From an optimization exercise on the open Yosys and OpenROAD flow, aimed at small area, a short achievable clock period and few clock cycles; shortcuts taken in it are not production practice. Only simulation tests tie the RTL to the original design; equivalence was not proved. Power figures rest on the tool's default switching activity, not on a simulated workload.

==> branch sierra: inputs <==
// miniature_sc
module miniature_sc (
    input  wire        clk,
    input  wire        rst,
    input  wire        host_we,
    input  wire [3:0]  host_addr,
    input  wire [15:0] host_wdata,
    output wire [15:0] host_rdata,
    output wire        ready,
    output wire        mem_en,
    output wire        mem_we,
    output wire [1:0]  mem_be,
    output wire [15:0] mem_addr,
    output wire [15:0] mem_wdata,
    input  wire [15:0] mem_rdata
);
export LEC_CHECK = 0
export CAP_MARGIN = 20
export CORE_MARGIN = 2
export CORE_UTILIZATION = 40
export PLACE_DENSITY = 0.6
export SETUP_SLACK_MARGIN = 4.5
export SLEW_MARGIN = 20
create_clock -name core_clock -period 10.0 [get_ports {clk}]
run.sh (not shown) runs the stock make flow with config.mk's settings and CLKGATE_MAP_FILE= SYNTH_SCRIPT=/design/flow/synth_recipe.tcl, a recipe that flattens the netlist after the stock synthesis.
==> branch yarrow: changes against branch sierra <==
--- a/flow/config.mk
+++ b/flow/config.mk
@@ -10,3 +10,3 @@
 export CORE_UTILIZATION = 40
-export PLACE_DENSITY = 0.6
+export PLACE_DENSITY = 0.4
 export SETUP_SLACK_MARGIN = 4.5
==> summary.txt <==
Largest stage delay, worst path: branch yarrow 510 ps; branch sierra 490 ps
Setup slack of the critical path after layout: branch yarrow 4440 ps; branch sierra 4490 ps
Setup crit end: branch yarrow mem_wdata[1]; branch sierra mem_addr[11]
Critical path origin: branch yarrow state[4]; branch sierra q4[4]
NumNets Final: branch yarrow 3490; branch sierra 3495
Slowest library cell on the worst path: branch yarrow sky130_fd_sc_hd__a222oi_1; branch sierra sky130_fd_sc_hd__edfxtp_1
Layout cells sized above 1: branch yarrow 16.8%; branch sierra 16.9%
Reg2Reg Launch Point: branch yarrow q4[4]; branch sierra q4[1]
Sequential cell area: branch yarrow 6190 µm²; branch sierra 6170 µm²
Pin slew with the least headroom to its limit: branch yarrow 1230 ps; branch sierra 1130 ps
Sequential cell area share: branch yarrow 20.7%; branch sierra 20.8%
Sw frac: branch yarrow 34.3%; branch sierra 34.2%
Final standard cell utilization of the core: branch yarrow 49.2%; branch sierra 49.0%
Highest clock rate: branch yarrow 180 MHz; branch sierra 182 MHz
Power, Total: branch yarrow 3.16 mW; branch sierra 3.15 mW
Total iterations of the first detailed-routing run: branch yarrow 12; branch sierra 15
Met3 routed WL: branch yarrow 17800 µm; branch sierra 18500 µm
Fraction of power consumed by combinational cells: branch yarrow 23.8%; branch sierra 23.7%
Sum of met2 wire segment lengths after detailed routing: branch yarrow 59500 µm; branch sierra 56200 µm
Post_cts resized: branch yarrow 333; branch sierra 347
Startpoint of the tightest hold check path: branch yarrow arg0[14]; branch sierra arg0[10]
Run status: branch yarrow timing/DRC/antenna clean; branch sierra timing/DRC/antenna clean
Testbench counts of branch sierra, summed over its fixed seeds: cycles 665,952.
Testbench counts of branch yarrow, summed over its fixed seeds: cycles 665,952.

* * *

==> inputs of job 8570 <==
miniature_sc, a different RTL version from the one above (not shown whole).
clock: 10.0 ns
lec_check: 0
cap_margin: 20
core_margin: 2
core_utilization: 35
place_density: 0.4
setup_slack_margin: 4.5
slew_margin: 20
==> job 3630 (differences from job 8570) <==
CORE_UTILIZATION = 40   (was 35)
SETUP_SLACK_MARGIN = 4.6   (was 4.5)
==> job 7384 (differences from job 8570) <==
CORE_UTILIZATION = 50   (was 35)
PLACE_DENSITY = 0.7   (was 0.4)
==> flow_metrics.env <==
export IMPL_status="complete, no violations"
export IMPL_cts_buffers=38
export IMPL_die_h_um=272.2
export IMPL_r2r_end="q4[16]$_DFFE_PP_"
export IMPL_nClkBuffers=51
export IMPL_fin_skew_ns=0.03493
export IMPL_tightest_slew_ns=1.152
export IMPL_layout_common_cells="450 x nand2_1, 286 x a21oi_1, 245 x nor2_1"
export IMPL_fin_ws_ns=4.496
export IMPL_routabilityCongestion=1.007
export IMPL_drt_initial_drc_count=3564
export IMPL_grt_use_met3_pct=7.414
[end of results for job 8570]
==> flow_metrics.env <==
export IMPL_status="complete, no violations"
export IMPL_nClkBuffers=46
export IMPL_cts_buffers=36
export IMPL_r2r_end="q1[10]$_DFFE_PP_"
export IMPL_fin_skew_ns=0.03533
export IMPL_die_h_um=228.4
export IMPL_tightest_slew_ns=1.189
export IMPL_layout_common_cells="450 x nand2_1, 296 x a21oi_1, 248 x nor2_1"
[end of results for job 7384]
==> flow_metrics.env <==
export IMPL_tightest_slew_ns=1.177
export IMPL_layout_common_cells="450 x nand2_1, 294 x a21oi_1, 243 x nor2_1"
export IMPL_nClkBuffers=55
export IMPL_fin_skew_ns=0.03055
export IMPL_grt_use_met3_pct=8.410
export IMPL_r2r_end="q4[16]$_DFFE_PP_"
export IMPL_fin_ws_ns=4.572
export IMPL_die_h_um=254.9
export IMPL_cts_buffers=39
export IMPL_routabilityCongestion=1.035
export IMPL_status="complete, no violations"
export IMPL_drt_initial_drc_count=3457
[end of results for job 3630]
Testbench counts of job 8570, summed over its fixed seeds: cycles 665,952.
Testbench counts of job 3630, summed over its fixed seeds: cycles 665,952.
Testbench counts of job 7384, summed over its fixed seeds: cycles 665,952.

static timing again, ports no longer ideal:
The results above use ideal ports. As a check the final layouts listed here were re-extracted and re-timed, cells and wires unchanged. Step 1 sets driving cells, clkbuf_16 on the clock port and buf_2 on the other inputs (assumed; they add their load-dependent delay and slew). Step 2 also shifts input and output timing later by t, the mid clock arrival at the registers, as if the neighbouring blocks saw the same clock. a / b / c = ideal ports / drivers / drivers and shift; a / b = the first two.
| run | t, ns | slack for setup (ns) | latest minus earliest clock arrival (ns) | worst data-port slew with drivers (ns) |
|---|---|---|---|---|
| branch sierra | 0.639 | 4.492 / 4.432 / 4.477 | 0.019 / 0.019 | 0.04 |
| branch yarrow | 0.641 | 4.443 / 4.378 / 4.021 | 0.034 / 0.035 | 0.11 |
| job 8570 | 0.637 | 4.496 / 4.456 / 4.466 | 0.036 / 0.036 | 0.11 |
| job 3630 | 0.645 | 4.572 / 4.525 / 4.544 | 0.031 / 0.031 | 0.06 |
| job 7384 | 0.654 | 4.395 / 4.343 / 4.343 | 0.035 / 0.036 | 0.06 |
After both steps setup and hold are still met in every run listed. For branch yarrow, which loses most, drivers alone change the setup slack by -0.065 ns; drivers and shift together by -0.422 ns.
